From an optimization exercise on the open Yosys and OpenROAD flow, aimed at small area, a short achievable clock period and few clock cycles per item; shortcuts taken in it are not production practice. RTL that was checked went through simulation tests only; none was proved equivalent to the original.

==> run P: inputs <==
## llf
module llf (
    input  wire        clk,
    input  wire        rst,
    input  wire        rx_req_valid,
    input  wire [15:0] rx_req_cap,
    output wire        rx_req_ready,
    output wire        rx_resp_valid,
    output wire [1:0]  rx_resp_status,
    output wire [15:0] rx_resp_len,
    input  wire        src_valid,
    input  wire        src_err,
    input  wire [7:0]  src_data,
    output wire        src_ready,
    output wire        rxbuf_we,
    output wire [15:0] rxbuf_addr,
    output wire [7:0]  rxbuf_data,
    input  wire        tx_req_valid,
    input  wire        tx_req_pay,
    input  wire [15:0] tx_req_len,
    output wire        tx_req_ready,
    output wire        tx_resp_valid,
    output wire [2:0]  tx_resp_status,
    output wire        txpay_rd,
    output wire [15:0] txpay_addr,
    input  wire [7:0]  txpay_data,
    output wire        sink_valid,
    output wire [7:0]  sink_data,
    output wire        sink_last,
    input  wire        sink_ready,
    input  wire        sink_resp_valid,
    input  wire        sink_resp_err,
    input  wire [16:0] sink_resp_count
);
    llf_rx u_rx (
        .clk            (clk),
        .rst            (rst),
        .rx_req_valid   (rx_req_valid),
        .rx_req_cap     (rx_req_cap),
        .rx_req_ready   (rx_req_ready),
        .src_valid      (src_valid),
        .src_err        (src_err),
        .src_data       (src_data),
        .src_ready      (src_ready),
        .rxbuf_we       (rxbuf_we),
        .rxbuf_addr     (rxbuf_addr),
        .rxbuf_data     (rxbuf_data),
  ...
export LEC_CHECK = 0
export ABC_AREA = 1
export ABC_CLOCK_PERIOD_IN_PS = 1500
export CAP_MARGIN = 20
export CORE_MARGIN = 2
export CORE_UTILIZATION = 40
export CTS_BUF_LIST = sky130_fd_sc_hd__clkbuf_8
export CTS_CLUSTER_SIZE = 32
export SETUP_SLACK_MARGIN = 2.2
export SLEW_MARGIN = 20
export TNS_END_PERCENT = 0
create_clock -name core_clock -period 4.0 [get_ports {clk}]
standard.sh (not shown) runs the stock make flow with config.mk's settings and CLKGATE_MAP_FILE= SYNTH_SCRIPT=/design/flow/synth_recipe.tcl, a recipe that flattens the netlist after the stock synthesis.
==> flow/flow/run.sh <==
#!/bin/bash
# The standard layout, with the port buffers made of sky130_fd_sc_hd__buf_2
# cells instead of the default choice. Every port still gets its buffer.
bash standard.sh "BUFFER_PORTS_ARGS=-buffer_cell sky130_fd_sc_hd__buf_2" finish > standard.log 2>&1
==> run D: changes against run P <==
--- a/flow/design.v
+++ b/flow/design.v
@@ -85,15 +85,13 @@
                      STOP_M   = 8'hFE;
     localparam [7:0] CRC_FA = 8'hE8,
                      CRC_FB = 8'hEF;
     reg        armed;
     reg        s_wait, s_lo, s_hi, s_hc, s_ds, s_pay, s_fc, s_stop;
-    reg [3:0]  rlo;
-    reg [11:0] rhi;
-    reg        rpend;
+    reg [15:0] rem;      
     reg [15:0] idx;      
-    reg [15:0] capm2;    
+    reg [15:0] cap;
     reg [7:0]  crc;
     reg        wok;      
     reg        ov;       
     reg        err_st;
     wire [7:0] b    = src_data;
@@ -102,62 +100,62 @@
     assign rxbuf_addr     = idx;
     assign rx_resp_status = {1'b0, err_st};
     assign rx_resp_len    = idx;
     wire [7:0] crc_upd;
     llf_crc8 u_crc (.c(crc), .b(b), .y(crc_upd));
-    wire [15:0] idx1, rhi1, reqm1;
+    wire [15:0] idx1, rem1;
     llf_step16 #(0) u_inc (.x(idx), .y(idx1));
-    llf_step16 #(1) u_dec (.x({4'd0, rhi}), .y(rhi1));
-    wire [3:0]  rlo1 = rlo - 4'd1;
-    llf_step16 #(1) u_cap (.x({1'b0, rx_req_cap[15:1]}), .y(reqm1));
-    wire cap_hit = idx == capm2;
-    wire capnz   = capm2 != 16'hFFFE;
-    wire hiz    = rhi == 12'd0;
-    wire last   = hiz & (rlo == 4'd1);
-    wire lenz   = hiz & (rlo == 4'd0);
-    wire is_fa  = b == START_M;
-    wire is_fb  = b == DSTART_M;
-    wire is_fe  = b == STOP_M;
-    wire crc_eq = b == crc;
-    wire fc_ok  = crc_eq & ~ov;
-    wire done   = step & (src_err | (s_stop & is_fe));
-    wire [7:0] crc_nx = ({8{step & s_wait}} & CRC_FA) | ({8{step & s_ds}} & CRC_FB)
-                      | ({8{step & ~s_wait & ~s_ds}} & crc_upd) | ({8{~step}} & crc);
+    llf_step16 #(1) u_dec (.x(rem), .y(rem1));
+    wire cap_hit, cap_hit_hi;
+    llf_eq_inc #(15) u_caphit (.x(idx[15:1]), .y(cap[15:1]), .eq(cap_hit_hi));
+    assign cap_hit = cap_hit_hi & (idx[0] == cap[0]);
+    wire last  = rem == 16'd1;
+    wire lenz  = rem == 16'd0;
+    wire m     = b == crc;      
+    wire fc_ok = m & ~ov;
+    wire done  = step & (src_err | (s_stop & m));
     wire armed_nx = armed ? ~done : rx_req_valid;
     wire        i_ff  = go & s_ds;
     wire        i_inc = go & (s_pay | s_fc);
     wire        i_clr = step & src_err;
     wire        i_hld = ~(i_ff | i_inc | i_clr);
     wire [15:0] idx_nx = {16{i_ff}} | ({16{i_inc}} & idx1) | ({16{i_hld}} & idx);
     wire        r_lo  = go & s_lo;
     wire        r_hi  = go & s_hi;
     wire        r_dec = go & s_pay;
     wire        r_hld = ~(r_lo | r_hi | r_dec);
-    wire [3:0]  rlo_nx = ({4{r_lo}} & b[3:0]) | ({4{r_dec}} & rlo1)
-                       | ({4{~r_lo & ~r_dec}} & rlo);
-    wire        h_dec  = rpend & ~r_lo & ~r_hi;
-    wire [11:0] rhi_nx = {({8{r_hi}} & b) | ({8{h_dec}} & rhi1[11:4])
-                          | ({8{~r_hi & ~h_dec}} & rhi[11:4]),
-                          ({4{r_lo}} & b[7:4]) | ({4{h_dec}} & rhi1[3:0])
-                          | ({4{~r_lo & ~h_dec}} & rhi[3:0])};
-    wire        rpend_nx = r_dec & (rlo == 4'd0);
-    wire wok_nx = (go & s_ds & capnz)
+    wire [15:0] rem_nx = ({16{r_dec}} & rem1)
+                       | {({8{r_hi}} & b) | ({8{~r_hi & ~r_dec}} & rem[15:8]),
+                          ({8{r_lo}} & b) | ({8{~r_lo & ~r_dec}} & rem[7:0])};
+    wire wok_nx = (go & s_ds & (cap != 16'd0))
                 | (wok & ~(go & s_ds) & ~(go & s_pay & cap_hit));
     wire ov_nx  = (ov & ~(go & s_ds)) | (go & s_pay & ~wok);
     always @(posedge clk) begin
         rxbuf_data <= b;
         idx <= idx_nx;
-        rlo   <= rlo_nx;
-        rhi   <= rhi_nx;
-        rpend <= rpend_nx;
+        rem <= rem_nx;
         wok <= wok_nx;
         ov  <= ov_nx;
-        crc <= crc_nx;
-        if (step)
+        if (!armed) begin
+            crc <= START_M;
+        end else if (step) begin
+            if (src_err | s_stop)
+                crc <= START_M;
+            else if (s_wait)
+                crc <= m ? CRC_FA : START_M;
+            else if (s_hc)
+                crc <= m ? DSTART_M : START_M;
+            else if (s_ds)
+                crc <= m ? CRC_FB : START_M;
+            else if (s_fc)
+                crc <= fc_ok ? STOP_M : START_M;
+            else
+                crc <= crc_upd;
             err_st <= src_err;
+        end
         if (!armed)
-            capm2 <= {reqm1[14:0], rx_req_cap[0]};
+            cap <= rx_req_cap;
     end
     always @(posedge clk) begin
         if (rst) begin
             armed         <= 1'b0;
             src_ready     <= 1'b0;
@@ -187,18 +185,17 @@
                     s_ds   <= 1'b0;
                     s_pay  <= 1'b0;
                     s_fc   <= 1'b0;
                     s_stop <= 1'b0;
                 end else begin
-                    s_wait <= (s_wait & ~is_fa) | (s_hc & ~crc_eq) | (s_ds & ~is_fb)
-                            | (s_fc & ~fc_ok) | s_stop;
-                    s_lo   <= s_wait & is_fa;
+                    s_wait <= ((s_wait | s_hc | s_ds) & ~m) | (s_fc & ~fc_ok) | s_stop;
+                    s_lo   <= s_wait & m;
                     s_hi   <= s_lo;
                     s_hc   <= s_hi;
-                    s_ds   <= s_hc & crc_eq;
-                    s_pay  <= (s_ds & is_fb & ~lenz) | (s_pay & ~last);
-                    s_fc   <= (s_ds & is_fb & lenz) | (s_pay & last);
+                    s_ds   <= s_hc & m;
+                    s_pay  <= (s_ds & m & ~lenz) | (s_pay & ~last);
+                    s_fc   <= (s_ds & m & lenz) | (s_pay & last);
                     s_stop <= s_fc & fc_ok;
                 end
             end
         end
     end
@@ -231,11 +228,11 @@
     wire       sv = ~sv_n;
     reg [15:0] len;
     reg        lenz;       
     reg [7:0]  crc;        
     reg        cur_last;   
-    reg        mv, kv, kt;
+    reg        mv, mt, kv, kt;
     reg [7:0]  k;
     assign sink_last    = st_stp;
     wire tk    = sv & sink_ready;
     wire hs    = tx_req_valid & st_idle;
     wire reqz  = tx_req_len == 16'd0;
@@ -244,11 +241,12 @@
     wire       head_t = kv ? kt : mt;
     wire [7:0] crc_nx;
     llf_crc8 u_crc (.c(crc), .b(sink_data), .y(crc_nx));
     wire [15:0] raddr1;
     llf_step16 #(0) u_inc (.x(txpay_addr), .y(raddr1));
-    wire mt = txpay_addr == len;
+    wire rtag;
+    llf_eq_inc #(16) u_rtag (.x(txpay_addr), .y(len), .eq(rtag));
     wire [16:0] ca = sink_resp_count;
     wire [16:0] cb = ~{1'b0, len};
     wire [16:0] ck = 17'd6;
     wire [16:0] cy = ((ca & cb) | ((ca | cb) & ~ck)) << 1;
     wire        cnt_eq = &(ca ^ cb ^ ck ^ ~cy);
@@ -260,10 +258,11 @@
     wire frame   = st_h0 | st_h1 | st_h2 | st_h3 | st_h4 | st_pay | st_fc | st_stp;
     wire kv_nx = frame & ((kv & ~kcons) | m2k);
     wire mv_nx = frame & (rd | (mv & ~mcons));
     wire k_ld  = ~kv | cons;    
     wire [15:0] addr_nx = {16{frame}} & (rd ? raddr1 : txpay_addr);
+    wire        mt_nx   = rd ? rtag : mt;
     wire        idle_nx = (st_idle & ~tx_req_valid) | to_idle | (st_h0 & ~sv);
     wire       sel_crc  = st_h2 | (st_h4 & lenz) | (st_pay & cur_last);
     wire       sel_head = (st_h4 & ~lenz) | (st_pay & ~cur_last);
     wire [7:0] byte_nx  = ({8{st_h0}} & len[7:0]) | ({8{st_h1}} & len[15:8])
                         | ({8{sel_crc}} & crc_nx) | ({8{st_h3}} & 8'hFB)
@@ -278,10 +277,11 @@
             k  <= txpay_data;
             kt <= mt;
         end
         kv <= kv_nx;
         mv <= mv_nx;
+        mt <= mt_nx;
         txpay_addr <= addr_nx;
         tx_resp_status <= st_idle ? 3'b001
                         : {sink_resp_err, {2{~sink_resp_err & ~cnt_eq}}};
         if (st_idle) begin
             len  <= tx_req_len;
ABC_AREA = default   (was 1)
CTS_BUF_LIST = default   (was sky130_fd_sc_hd__clkbuf_8)
CTS_CLUSTER_SIZE = default   (was 32)
==> run X: changes against run P <==
--- a/flow/design.v
+++ b/flow/design.v
@@ -70,11 +70,11 @@
     input  wire [15:0] rx_req_cap,
     output reg         rx_req_ready,
     input  wire        src_valid,
     input  wire        src_err,
     input  wire [7:0]  src_data,
-    output reg         src_ready,
+    output wire        src_ready,
     output reg         rxbuf_we,
     output wire [15:0] rxbuf_addr,
     output reg  [7:0]  rxbuf_data,
     output reg         rx_resp_valid,
     output wire [1:0]  rx_resp_status,
@@ -90,37 +90,40 @@
     reg [3:0]  rlo;
     reg [11:0] rhi;
     reg        rpend;
     reg [15:0] idx;      
     reg [15:0] capm2;    
+    reg        fresh, fresh2;
     reg [7:0]  crc;
-    reg        wok;      
-    reg        ov;       
+    reg        wok;
     reg        err_st;
     wire [7:0] b    = src_data;
     wire       step = src_valid & armed;
     wire       go   = step & ~src_err;
+    assign src_ready      = armed;
     assign rxbuf_addr     = idx;
     assign rx_resp_status = {1'b0, err_st};
     assign rx_resp_len    = idx;
     wire [7:0] crc_upd;
     llf_crc8 u_crc (.c(crc), .b(b), .y(crc_upd));
-    wire [15:0] idx1, rhi1, reqm1;
+    wire [15:0] idx1, rhi1;
     llf_step16 #(0) u_inc (.x(idx), .y(idx1));
     llf_step16 #(1) u_dec (.x({4'd0, rhi}), .y(rhi1));
     wire [3:0]  rlo1 = rlo - 4'd1;
-    llf_step16 #(1) u_cap (.x({1'b0, rx_req_cap[15:1]}), .y(reqm1));
+    wire [6:0] cap_lo1 = capm2[7:1] - 7'd1;
+    wire [7:0] cap_hi1 = capm2[15:8] - 8'd1;
+    wire       cap_bor = capm2[7:1] == 7'h7F;    
     wire cap_hit = idx == capm2;
     wire capnz   = capm2 != 16'hFFFE;
     wire hiz    = rhi == 12'd0;
     wire last   = hiz & (rlo == 4'd1);
     wire lenz   = hiz & (rlo == 4'd0);
     wire is_fa  = b == START_M;
     wire is_fb  = b == DSTART_M;
     wire is_fe  = b == STOP_M;
     wire crc_eq = b == crc;
-    wire fc_ok  = crc_eq & ~ov;
+    wire fc_ok  = crc_eq & wok;
     wire done   = step & (src_err | (s_stop & is_fe));
     wire [7:0] crc_nx = ({8{step & s_wait}} & CRC_FA) | ({8{step & s_ds}} & CRC_FB)
                       | ({8{step & ~s_wait & ~s_ds}} & crc_upd) | ({8{~step}} & crc);
     wire armed_nx = armed ? ~done : rx_req_valid;
     wire        i_ff  = go & s_ds;
@@ -138,31 +141,34 @@
     wire [11:0] rhi_nx = {({8{r_hi}} & b) | ({8{h_dec}} & rhi1[11:4])
                           | ({8{~r_hi & ~h_dec}} & rhi[11:4]),
                           ({4{r_lo}} & b[7:4]) | ({4{h_dec}} & rhi1[3:0])
                           | ({4{~r_lo & ~h_dec}} & rhi[3:0])};
     wire        rpend_nx = r_dec & (rlo == 4'd0);
-    wire wok_nx = (go & s_ds & capnz)
-                | (wok & ~(go & s_ds) & ~(go & s_pay & cap_hit));
-    wire ov_nx  = (ov & ~(go & s_ds)) | (go & s_pay & ~wok);
+    wire wok_nx = (go & s_ds & (capnz | lenz))
+                | (wok & ~(go & s_ds) & ~(go & s_pay & ~last & cap_hit));
     always @(posedge clk) begin
         rxbuf_data <= b;
         idx <= idx_nx;
         rlo   <= rlo_nx;
         rhi   <= rhi_nx;
         rpend <= rpend_nx;
         wok <= wok_nx;
-        ov  <= ov_nx;
         crc <= crc_nx;
         if (step)
             err_st <= src_err;
         if (!armed)
-            capm2 <= {reqm1[14:0], rx_req_cap[0]};
+            capm2 <= rx_req_cap;
+        else if (fresh)
+            capm2[7:1] <= cap_lo1;
+        else if (fresh2 & cap_bor)
+            capm2[15:8] <= cap_hi1;
+        fresh  <= ~armed;
+        fresh2 <= fresh;
     end
     always @(posedge clk) begin
         if (rst) begin
             armed         <= 1'b0;
-            src_ready     <= 1'b0;
             rx_req_ready  <= 1'b1;
             s_wait        <= 1'b1;
             s_lo          <= 1'b0;
             s_hi          <= 1'b0;
             s_hc          <= 1'b0;
@@ -174,12 +180,11 @@
             rx_resp_valid <= 1'b0;
         end else begin
             rxbuf_we      <= go & s_pay & wok;
             rx_resp_valid <= done;
             armed         <= armed_nx;
-            src_ready     <= armed_nx;
-            rx_req_ready  <= ~armed_nx;
+            rx_req_ready  <= ~armed_nx;    
             if (step) begin
                 if (src_err) begin
                     s_wait <= 1'b1;
                     s_lo   <= 1'b0;
                     s_hi   <= 1'b0;
@@ -208,14 +213,14 @@
     input  wire        rst,
     input  wire        tx_req_valid,
     input  wire        tx_req_pay,
     input  wire [15:0] tx_req_len,
     output reg         tx_req_ready,
-    output reg         txpay_rd,      
+    output reg         txpay_rd,
     output reg  [15:0] txpay_addr,
     input  wire [7:0]  txpay_data,
-    output reg         sink_valid,    
+    output reg         sink_valid,
     output reg  [7:0]  sink_data,
     output wire        sink_last,
     input  wire        sink_ready,
     input  wire        sink_resp_valid,
     input  wire        sink_resp_err,
@@ -292,10 +297,11 @@
         cur_last  <= cl_nx;
     end
     always @(posedge clk) begin
         if (rst) begin
             st_nidle      <= 1'b0;
+            tx_req_ready  <= 1'b1;
             st_h0         <= 1'b0;
             st_h1         <= 1'b0;
             st_h2         <= 1'b0;
             st_h3         <= 1'b0;
             st_h4         <= 1'b0;
@@ -306,11 +312,10 @@
             sv_n          <= 1'b1;
             sink_valid    <= 1'b0;
             tx_resp_valid <= 1'b0;
             rd_n          <= 1'b1;
             txpay_rd      <= 1'b0;
-            tx_req_ready  <= 1'b1;
         end else begin
             rd_n          <= mv_nx & kv_nx;
             txpay_rd      <= ~(mv_nx & kv_nx);
             tx_resp_valid <= (hs & nopay) | to_idle;
             st_nidle      <= ~idle_nx;
==> flow/flow/run.sh (replaced) <==
#!/bin/bash
# The standard layout, with the port buffers made of sky130_fd_sc_hd__buf_1
# cells instead of the default choice. Every port still gets its buffer.
bash standard.sh "BUFFER_PORTS_ARGS=-buffer_cell sky130_fd_sc_hd__buf_1" finish > standard.log 2>&1
TNS_END_PERCENT = 5   (was 0)
==> Flow_metrics.wiki <==
{| class="wikitable"
! Metric !! Value
|-
| Switch share || 0.254
|-
| Mapped Area || approximately 0.0083 mm2
|-
| Required time worst endpoint || 4.36 ns
|-
| Commonest cells in the synthesized netlist || dfxtp_1, nand2_1, nor2_1
|-
| Combined area of the multi-input logic cells || 0.00452 mm2
|-
| Max FO, Critical Path || 4
|-
| Worst hold endpoint || u_tx.sink_valid
|-
| Result of the run || no timing/DRC/antenna violations
|-
| Final cycle utilization of the critical path || 0.474
|-
| Slew Limit Headroom || 0.524
|}
-- figures above: run D

==> Flow_metrics.wiki <==
{| class="wikitable"
! Metric !! Value
|-
| Commonest cells in the synthesized netlist || nand2_1, inv_1, dfxtp_1
|-
| Result of the run || no timing/DRC/antenna violations
|-
| Slew Limit Headroom || 0.497
|-
| Max FO, Critical Path || 3
|-
| Required time worst endpoint || ~4.2 ns
|-
| Mapped Area || 0.00850 mm2
|}
-- figures above: run P

==> Flow_metrics.wiki <==
{| class="wikitable"
! Metric !! Value
|-
| Worst hold endpoint || u_rx.fresh2
|-
| Slew Limit Headroom || 0.546
|-
| Combined area of the multi-input logic cells || 0.00430 mm2
|-
| Max FO, Critical Path || 5
|-
| Result of the run || no timing/DRC/antenna violations
|-
| Mapped Area || 0.00866 mm2
|}
-- figures above: run X

Testbench counts of run D, summed over its fixed seeds: cycles 124,644, bytes 105,422.
Only the layout flow was run in run P and run X; the RTL was not checked for function there.

## afterwards: timing with drivers on the ports
The results above use ideal ports. As a check the final layouts listed here were re-extracted and re-timed, cells and wires unchanged. Step 1 assumes that a clkbuf_16 drives the clock port and a buf_2 every other input. Step 2 also shifts input and output timing later by t, the mid clock arrival at the registers, as if the neighbouring blocks saw the same clock. a / b / c = ideal / step 1 / step 2; a / b = the first two.
run	shift t [ns]	setup slack, ns	hold WS [ns]	worst setup path at the end
run P	0.492	2.077 / 2.044 / 1.588	0.453 / 0.453 / 0.453	input to register
run D	0.467	2.105 / 2.102 / 1.636	0.455 / 0.455 / 0.455	input to register
run X	0.501	2.138 / 2.096 / 1.772	0.409 / 0.409 / 0.409	input to register
After both steps setup and hold are still met in every run listed. The setup slack of run P, which loses most, moves by -0.033 ns with the drivers and by -0.489 ns with both steps.
